Source: an optimization exercise on an open RTL-to-GDS flow (aim: small area, a short achievable clock period and few clock cycles per item). Production flows keep margins and buffers that such runs may drop.
At most, simulation tests tie the RTL to the original design; equivalence was not proved.
No activity file was given, so power comes from the tool's default toggle rates.

## nova16_alu
module nova16_alu (
    input  wire        clk,
    input  wire        rst,         
    input  wire        in_valid,
    output wire        in_ready,
    input  wire [7:0]  op,          
    input  wire        w16,         
    input  wire [15:0] a,           
    input  wire [15:0] b,           
    input  wire [11:0] flags_in,
    output reg         out_valid,
    output reg  [15:0] result,
    output reg         wr,          
    output reg         div_fault,   
    output reg  [11:0] flags_out
);
For scale: ~1600 cells after synthesis, roughly 120 flip-flops, about 0.012 mm2 of cells after synthesis.
==> flow/config.mk <==
export PLATFORM = sky130hd
export DESIGN_NAME = nova16_alu
export DESIGN_NICKNAME = nova16_alu
export VERILOG_FILES = /design/flow/design.v
export SDC_FILE = /design/flow/constraint.sdc
export NUM_CORES = 4
export LEC_CHECK = 0
export CAP_MARGIN = 20
export CORE_MARGIN = 2
export CORE_UTILIZATION = 40
export CTS_BUF_LIST = sky130_fd_sc_hd__clkbuf_4 sky130_fd_sc_hd__clkbuf_8
export SLEW_MARGIN = 20
==> flow/constraint.sdc <==
create_clock -name core_clock -period 13.0 [get_ports {clk}]
set_input_delay 2.6000 -clock core_clock [delete_from_list [all_inputs] [get_ports {clk}]]
set_output_delay 2.6000 -clock core_clock [all_outputs]
set_load 0.01 [all_outputs]
standard.sh (not shown) runs the stock make flow with config.mk's settings and CLKGATE_MAP_FILE= SYNTH_SCRIPT=/design/flow/synth_recipe.tcl, a recipe that flattens the netlist after the stock synthesis.
==> flow/flow/run.sh <==
#!/bin/bash
# The standard layout (the standard.sh: ORFS synthesis to finish, same
# settings and constraints), with repair_timing asked to leave extra setup
# slack so that it also works on paths that already meet the 13 ns clock,
# and with plain buffers (instead of delay cells) on the ports.
set -euo pipefail
bash standard.sh SETUP_SLACK_MARGIN=9.0 "BUFFER_PORTS_ARGS=-buffer_cell sky130_fd_sc_hd__buf_2" finish > standard.log 2>&1
The starting point passed the timing, DRC and antenna checks.
Testbench counts at the start, summed over its fixed seeds: cycles 10,466, ops 8,000.
Change:
--- a/flow/flow/run.sh
+++ b/flow/flow/run.sh
@@ -7 +7 @@
-bash standard.sh SETUP_SLACK_MARGIN=9.0 "BUFFER_PORTS_ARGS=-buffer_cell sky130_fd_sc_hd__buf_2" finish > standard.log 2>&1
+bash standard.sh SETUP_SLACK_MARGIN=9.3 "BUFFER_PORTS_ARGS=-buffer_cell sky130_fd_sc_hd__buf_2" finish > standard.log 2>&1
--- a/flow/config.mk
+++ b/flow/config.mk
@@ -12,0 +13 @@
+export TNS_END_PERCENT = 20
Result: Maximum frequency goes up by a few percent. Worst hold slack is worse by 5.9 ps. Count of clock-buffer cells in the layout does not change. Routed wire length goes up by a few percent. Final area goes up by a little under a tenth. Setup slack is better by 160 ps. Total power goes up by a few percent. Area after synthesis does not change. Sequential share of layout area goes down by 1.5 points. Cell count goes up by a few percent.
Change:
--- a/flow/flow/run.sh
+++ b/flow/flow/run.sh
@@ -7 +7 @@
-bash standard.sh SETUP_SLACK_MARGIN=9.3 "BUFFER_PORTS_ARGS=-buffer_cell sky130_fd_sc_hd__buf_2" finish > standard.log 2>&1
+bash standard.sh SETUP_SLACK_MARGIN=9.0 "BUFFER_PORTS_ARGS=-buffer_cell sky130_fd_sc_hd__buf_2" finish > standard.log 2>&1
--- a/flow/config.mk
+++ b/flow/config.mk
@@ -10 +10 @@
-export CORE_UTILIZATION = 40
+export CORE_UTILIZATION = 50
@@ -13 +12,0 @@
-export TNS_END_PERCENT = 20
- The new run passed the timing, DRC and antenna checks
- sequential power barely changes
- wire length fell by 5.7%
- first-iteration DRC count rose by 0.67%
- via count fell by 2.5%
- synthesized area stays the same
- synthesized cell count stays the same
- total power fell by 5.0%
- sequential cell count stays the same
- core utilization rose by 8.3 points
Change:
--- a/flow/flow/run.sh
+++ b/flow/flow/run.sh
@@ -7 +7 @@
-bash standard.sh SETUP_SLACK_MARGIN=9.0 "BUFFER_PORTS_ARGS=-buffer_cell sky130_fd_sc_hd__buf_2" finish > standard.log 2>&1
+bash standard.sh SETUP_SLACK_MARGIN=9.25 "BUFFER_PORTS_ARGS=-buffer_cell sky130_fd_sc_hd__buf_2" finish > standard.log 2>&1
--- a/flow/config.mk
+++ b/flow/config.mk
@@ -10 +10 @@
-export CORE_UTILIZATION = 50
+export CORE_UTILIZATION = 40
=> Combinational power goes up by a little under a tenth; sequential share of layout area drops by 1.1 points; register-to-register slack gets better by 250 ps; clock power is lower slightly; clock skew shrinks by 7.2 ps.

* * *

nova16_alu, a different RTL version from the one above (not shown whole).
For scale: about 1,800 cells after synthesis, about 130 flip-flops, ~88 I/O pins, about 14,000 um2 of cells after synthesis.
==> flow/config.mk <==
export PLATFORM = sky130hd
export DESIGN_NAME = nova16_alu
export DESIGN_NICKNAME = nova16_alu
export VERILOG_FILES = /design/flow/design.v
export SDC_FILE = /design/flow/constraint.sdc
export NUM_CORES = 4
export LEC_CHECK = 0
export CAP_MARGIN = 20
export CORE_MARGIN = 2
export CORE_UTILIZATION = 40
export SLEW_MARGIN = 20
==> flow/constraint.sdc <==
create_clock -name core_clock -period 13.0 [get_ports {clk}]
set_input_delay 2.6000 -clock core_clock [delete_from_list [all_inputs] [get_ports {clk}]]
set_output_delay 2.6000 -clock core_clock [all_outputs]
set_load 0.01 [all_outputs]
==> flow/flow/run.sh <==
#!/bin/bash
# The standard layout (the standard.sh: ORFS synthesis to finish, same
# settings and constraints), with repair_timing asked to leave extra setup
# slack so that it also works on paths that already meet the 13 ns clock.
set -euo pipefail
bash standard.sh SETUP_SLACK_MARGIN=9.0 finish > standard.log 2>&1
==> next run, changes <==
--- a/flow/flow/run.sh
+++ b/flow/flow/run.sh
@@ -5,2 +5,2 @@
 set -euo pipefail
-bash standard.sh SETUP_SLACK_MARGIN=9.0 finish > standard.log 2>&1
+bash standard.sh SETUP_SLACK_MARGIN=8.5 finish > standard.log 2>&1
Wire length increases slightly; first-iteration DRC count rose by roughly a tenth; hold slack got worse by 0.010 ns; area after synthesis does not change; cell count goes down slightly; setup slack improves by 0.039 ns; via count fell slightly; critical path depth went up by 3; die area does not change; total power shrinks by a few percent.
Function was not checked in any run of this note: the RTL went through the layout flow alone.

* * *

Setup of wip/violet:
Another version of the RTL of nova16_alu (not shown whole).
For scale: about 1700 cells after synthesis, ~13000 µm² of cells after synthesis.
==> flow/design.v (excerpt) <==
module nova16_alu (
    input  wire        clk,
    input  wire        rst,         
    input  wire        in_valid,
    output wire        in_ready,
    input  wire [7:0]  op,          
    input  wire        w16,         
    input  wire [15:0] a,           
    input  wire [15:0] b,           
    input  wire [11:0] flags_in,
    output reg         out_valid,
    output reg  [15:0] result,
    output reg         wr,          
    output reg         div_fault,   
    output reg  [11:0] flags_out
);
Settings: LEC_CHECK=0, CAP_MARGIN=20, CORE_MARGIN=2, CORE_UTILIZATION=40, SLEW_MARGIN=20; clock period 13.0 ns.
==> flow/flow/run.sh <==
#!/bin/bash
# The standard layout (the standard.sh: ORFS synthesis to finish, same
# settings and constraints), with repair_timing asked to leave extra setup
# slack so that it also works on paths that already meet the 13 ns clock,
# and with plain buffers (instead of delay cells) on the ports.
set -euo pipefail
bash standard.sh SETUP_SLACK_MARGIN=9.5 "BUFFER_PORTS_ARGS=-buffer_cell sky130_fd_sc_hd__buf_2" finish > standard.log 2>&1
Testbench counts of wip/violet, summed over its fixed seeds: cycles 10,466, ops 8,000.
#### Input delta (wip/ember over wip/violet)
diff --git a/flow/flow/run.sh b/flow/flow/run.sh
--- a/flow/flow/run.sh
+++ b/flow/flow/run.sh
@@ -7 +7 @@
-bash standard.sh SETUP_SLACK_MARGIN=9.5 "BUFFER_PORTS_ARGS=-buffer_cell sky130_fd_sc_hd__buf_2" finish > standard.log 2>&1
+bash standard.sh SETUP_SLACK_MARGIN=9.25 "BUFFER_PORTS_ARGS=-buffer_cell sky130_fd_sc_hd__buf_2" finish > standard.log 2>&1
Findings:
The signed area change from the synthesized netlist to the final layout in wip/ember sits 8.5 points below the value recorded for wip/violet.
Looking at power, wip/ember sits about 4.6% lower than wip/violet does.
wip/ember reports a lower multi-input combinational cell area than wip/violet does.
wip/ember reports its startpoint of the worst setup timing path as p2 while wip/violet reports w.
Summary: with wip/violet as the reference, number of buffers other than clock buffers in the final layout in wip/ember moved down by more than 10%.
First-pass GRT wire length (lower): wip/ember
Edits applied to the flow inputs when going from wip/ember to wip/quartz:
diff --git a/flow/flow/run.sh b/flow/flow/run.sh
--- a/flow/flow/run.sh
+++ b/flow/flow/run.sh
@@ -7 +7 @@
-bash standard.sh SETUP_SLACK_MARGIN=9.25 "BUFFER_PORTS_ARGS=-buffer_cell sky130_fd_sc_hd__buf_2" finish > standard.log 2>&1
+bash standard.sh SETUP_SLACK_MARGIN=8.5 "BUFFER_PORTS_ARGS=-buffer_cell sky130_fd_sc_hd__buf_2" finish > standard.log 2>&1
--- outcome ---
Comparing wip/ember and wip/quartz, total via count after detailed routing is higher on wip/ember.
Sort wip/ember and wip/quartz by final critical delay including setup and external delays asc -> top: wip/ember
In the flow results for wip/ember and wip/quartz, the relative area change from synthesis to final layout is smaller on wip/quartz.
Any difference in final number of max-transition violations between wip/quartz and wip/ember is small enough to ignore.
Compared wip/quartz vs wip/ember, and global-route wire length before repair is down in wip/quartz.
Cmp wip/quartz vs wip/ember: power dissipated by switching net loads lower in wip/quartz

* * *

build 27:
nova16_alu, a different RTL version from the one above (not shown whole).
Size in the first run: ~1800 cells after synthesis, about 14000 um2 of cells after synthesis.
==> flow/design.v (excerpt) <==
module nova16_alu (
    input  wire        clk,
    input  wire        rst,         
    input  wire        in_valid,
    output wire        in_ready,
    input  wire [7:0]  op,          
    input  wire        w16,         
    input  wire [15:0] a,           
    input  wire [15:0] b,           
    input  wire [11:0] flags_in,
    output reg         out_valid,
    output reg  [15:0] result,
    output reg         wr,          
    output reg         div_fault,   
    output reg  [11:0] flags_out
);
==> flow/config.mk <==
export PLATFORM = sky130hd
export DESIGN_NAME = nova16_alu
export DESIGN_NICKNAME = nova16_alu
export VERILOG_FILES = /design/flow/design.v
export SDC_FILE = /design/flow/constraint.sdc
export NUM_CORES = 4
export LEC_CHECK = 0
export CAP_MARGIN = 20
export CORE_MARGIN = 2
export CORE_UTILIZATION = 40
export SLEW_MARGIN = 20
==> flow/constraint.sdc <==
create_clock -name core_clock -period 13.0 [get_ports {clk}]
set_input_delay 2.6000 -clock core_clock [delete_from_list [all_inputs] [get_ports {clk}]]
set_output_delay 2.6000 -clock core_clock [all_outputs]
set_load 0.01 [all_outputs]
==> flow/flow/run.sh <==
#!/bin/bash
# The standard layout (the standard.sh: ORFS synthesis to finish, same
# settings and constraints), with repair_timing asked to leave extra setup
# slack so that it also works on paths that already meet the 13 ns clock,
# and with plain buffers (instead of delay cells) on the ports.
set -euo pipefail
bash standard.sh SETUP_SLACK_MARGIN=8.5 "BUFFER_PORTS_ARGS=-buffer_cell sky130_fd_sc_hd__buf_2" finish > standard.log 2>&1
Every stage of the flow completed for build 27, and the final layout passed the timing, DRC and antenna checks.
Testbench counts of build 27, summed over its fixed seeds: cycles 10,466, ops 8,000.
#### Input delta (build 26 over build 27)
==> flow/flow/run.sh <==
#!/bin/bash
# The standard layout (the standard.sh: ORFS synthesis to finish, same
# settings and constraints), with repair_timing asked to leave extra setup
# slack so that it also works on paths that already meet the 13 ns clock.
set -euo pipefail
bash standard.sh SETUP_SLACK_MARGIN=8.0 finish > standard.log 2>&1
Notes after the runs:
Compared with build 27, in build 26 via count went down by 0.95%, sequential cell count level. Build 26 reports its startpoint of the most critical setup path as c_bt$_DFFE_PN_ while build 27 reports B[0]$_DFFE_PP_. Build 26 can be clocked slower than build 27. Per the comparison of build 26 with build 27, final clock period utilization by the worst path now sits higher; maximum vdd ir drop decreased about 10%; area growth from synthesis to layout went up by 1.8 points.
Changes in build 79 relative to build 26:
diff --git a/flow/flow/run.sh b/flow/flow/run.sh
--- a/flow/flow/run.sh
+++ b/flow/flow/run.sh
@@ -4,3 +4,3 @@
 # slack so that it also works on paths that already meet the 13 ns clock.
 set -euo pipefail
-bash standard.sh SETUP_SLACK_MARGIN=8.0 finish > standard.log 2>&1
+bash standard.sh SETUP_SLACK_MARGIN=8.5 finish > standard.log 2>&1
### Flow results
- Build 79 reports its master of the slowest instance on the critical path as sky130_fd_sc_hd__a222oi_1 while build 26 reports sky130_fd_sc_hd__nand2_1.
- Comparing build 26 against build 79, there is no change at all in number of buffers between clock root and the deepest sink.
- In build 79 the post-route worst setup slack turned out 0.43 ns higher than in build 26.
- Build 26 and build 79 ended up with nearly the same clock network fraction of total power.
- Diff build 79..build 26 | total wirelength of the detailed-routed design | negligible
- Routed wire length per instance: build 79 vs build 26 — no meaningful difference
- Taking build 26 as the reference, in build 79 clock power about even; final critical delay including setup and external delays down 0.43 ns; global routing usage summed across all routing layers has remained practically unchanged.

* * *

nova16_alu with an RTL version that a note above also has.
Size in the first run: roughly 1600 cells after synthesis, ~120 flip-flops, roughly 12000 sq um of cells after synthesis.
// nova16_alu
module nova16_alu (
    input  wire        clk,
    input  wire        rst,         
    input  wire        in_valid,
    output wire        in_ready,
    input  wire [7:0]  op,          
    input  wire        w16,         
    input  wire [15:0] a,           
    input  wire [15:0] b,           
    input  wire [11:0] flags_in,
    output reg         out_valid,
    output reg  [15:0] result,
    output reg         wr,          
    output reg         div_fault,   
    output reg  [11:0] flags_out
);
    localparam FS = 1, FV = 2, FC = 6, FZ = 7, FP = 8;
    function automatic [16:0] smear(input [16:0] x);
        reg [16:0] t;
        begin
            t = x | (x >> 1);
            t = t | (t >> 2);
            t = t | (t >> 4);
            t = t | (t >> 8);
            smear = t | (t >> 16);
        end
    endfunction
    function automatic [4:0] topbit(input [16:0] t);
        reg [16:0] h;
        begin
            h = t & ~(t >> 1);
            topbit = {h[16], |(h[15:0] & 16'hFF00), |(h[15:0] & 16'hF0F0),
                      |(h[15:0] & 16'hCCCC), |(h[15:0] & 16'hAAAA)};
        end
    endfunction
    function automatic [16:0] ksadd(input [16:0] x, input [16:0] y, input ci);
        reg [16:0] g, p, gg, pp, g2, p2;
        integer i, d;
        begin
            g = x & y;
            p = x ^ y;
            gg = g;
            pp = p;
            gg[0] = g[0] | (p[0] & ci);
            for (d = 1; d < 17; d = d * 2) begin
                g2 = gg;
                p2 = pp;
                for (i = d; i < 17; i = i + 1) begin
                    g2[i] = gg[i] | (pp[i] & gg[i-d]);
                    p2[i] = pp[i] & pp[i-d];
                end
                gg = g2;
                pp = p2;
            end
            ksadd = p ^ {gg[15:0], ci};
        end
    endfunction
    reg        v1, w;
    reg        c_as, c_sub, c_one, c_lg, c_sh, c_bt, c_mul, c_div, c_lng;
    reg [1:0]  o;               
    reg [15:0] A, B;
    reg [11:0] F;
    wire [15:0] in_mask = w16 ? 16'hFFFF : 16'h00FF;
  ...
clock: 13.0 ns
lec_check: 0
cap_margin: 20
core_margin: 2
core_utilization: 40
cts_buf_list: sky130_fd_sc_hd__clkbuf_4 sky130_fd_sc_hd__clkbuf_8
slew_margin: 20
tns_end_percent: 20
==> flow/flow/run.sh <==
#!/bin/bash
# The standard layout (the standard.sh: ORFS synthesis to finish, same
# settings and constraints), with repair_timing asked to leave extra setup
# slack so that it also works on paths that already meet the 13 ns clock,
# and with plain buffers (instead of delay cells) on the ports.
set -euo pipefail
bash standard.sh SETUP_SLACK_MARGIN=9.0 "BUFFER_PORTS_ARGS=-buffer_cell sky130_fd_sc_hd__buf_2" finish > standard.log 2>&1
The first run completed without violations.
Testbench counts at the start, summed over its fixed seeds: cycles 10,466, ops 8,000.
Then changed:
--- a/flow/flow/run.sh
+++ b/flow/flow/run.sh
@@ -6,2 +6,2 @@
 set -euo pipefail
-bash standard.sh SETUP_SLACK_MARGIN=9.0 "BUFFER_PORTS_ARGS=-buffer_cell sky130_fd_sc_hd__buf_2" finish > standard.log 2>&1
+bash standard.sh SETUP_SLACK_MARGIN=8.75 "BUFFER_PORTS_ARGS=-buffer_cell sky130_fd_sc_hd__buf_2" finish > standard.log 2>&1
- TNS_END_PERCENT: 20 -> not set
The changed run passed the timing, DRC and antenna checks. Total power fell by 1.0%. Worst hold slack stays flat. Register-to-register slack loses 0.21 ns. Core utilization went down by 0.69 points.
Then changed:
--- a/flow/flow/run.sh
+++ b/flow/flow/run.sh
@@ -6,2 +6,2 @@
 set -euo pipefail
-bash standard.sh SETUP_SLACK_MARGIN=8.75 "BUFFER_PORTS_ARGS=-buffer_cell sky130_fd_sc_hd__buf_2" finish > standard.log 2>&1
+bash standard.sh SETUP_SLACK_MARGIN=9.0 "BUFFER_PORTS_ARGS=-buffer_cell sky130_fd_sc_hd__buf_2" finish > standard.log 2>&1
- GPL_ROUTABILITY_DRIVEN: not set -> 0
Clock-buffer cell count went up by 1.
Non-clock buffer count went up by 10.
Global-route usage went down by 1.2 points.
Combinational power went up by 3.2%.
Design area went up by 1.6%.
Sequential power barely changes.
Then changed:
- CTS_BUF_LIST: sky130_fd_sc_hd__clkbuf_4 sky130_fd_sc_hd__clkbuf_8 -> not set
- GPL_ROUTABILITY_DRIVEN: 0 -> not set
Final area is higher by 1.4%.
Sequential power stays flat.
Hold slack got worse by 0.0065 ns.
Non-clock buffer count does not change.
Wire length increases by 4.8%.
Final cell count is unchanged.
Worst setup slack degrades by 0.022 ns.
Via count came out lower by 0.31%.
Global-route usage is higher by 1.5 points.
Critical path depth does not change.
Synthesized cell count is unchanged.

## separate check: timing with driven ports
No port has a modelled driver above. Below, the same layouts with a new extraction and two added sets of constraints.
Step 1, drivers: a clkbuf_16 drives clk and a buf_2 each remaining input, both assumed.
Step 2 moves the port delays by t, midway between the first and last clock arrival at a register: inputs arrive t later, outputs are due t later. That takes back most of the time a late clock gives input paths.
Three values: ideal, step 1, step 2; two values: the first two.
run	t (ns)	setup WS [ns]	worst hold slack (ns)
the first run of note 1	0.518	9.100 / 9.100 / 8.828	0.350 / 0.350 / 0.350
the second run of note 1	0.497	9.258 / 9.258 / 8.928	0.344 / 0.344 / 0.344
the third run of note 1	0.491	9.010 / 9.010 / 9.010	0.354 / 0.354 / 0.354
the fourth run of note 1	0.520	9.258 / 9.258 / 8.981	0.348 / 0.348 / 0.348
the first run of note 2	0.508	8.304 / 8.304 / 8.304	0.347 / 0.347 / 0.347
the second run of note 2	0.506	8.342 / 8.342 / 8.050	0.336 / 0.336 / 0.336
wip/violet	0.503	9.311 / 9.311 / 9.094	0.341 / 0.341 / 0.341
wip/ember	0.496	9.141 / 9.141 / 8.893	0.337 / 0.337 / 0.337
wip/quartz	0.499	8.493 / 8.493 / 8.493	0.340 / 0.340 / 0.340
build 27	0.486	8.490 / 8.490 / 8.490	0.345 / 0.345 / 0.345
build 26	0.502	8.129 / 8.129 / 8.129	0.338 / 0.338 / 0.338
build 79	0.498	8.557 / 8.557 / 8.557	0.337 / 0.337 / 0.337
the first run of note 5	0.518	9.066 / 9.066 / 8.819	0.349 / 0.349 / 0.349
the second run of note 5	0.514	8.853 / 8.853 / 8.831	0.350 / 0.350 / 0.350
the third run of note 5	0.511	9.081 / 9.081 / 8.950	0.352 / 0.352 / 0.352
the fourth run of note 5	0.490	9.058 / 9.058 / 8.817	0.345 / 0.345 / 0.345
After both steps every run listed still meets setup and hold. For the second run of note 1, which loses most, drivers alone change the setup slack by 0.000 ns; drivers and shift together by -0.330 ns.
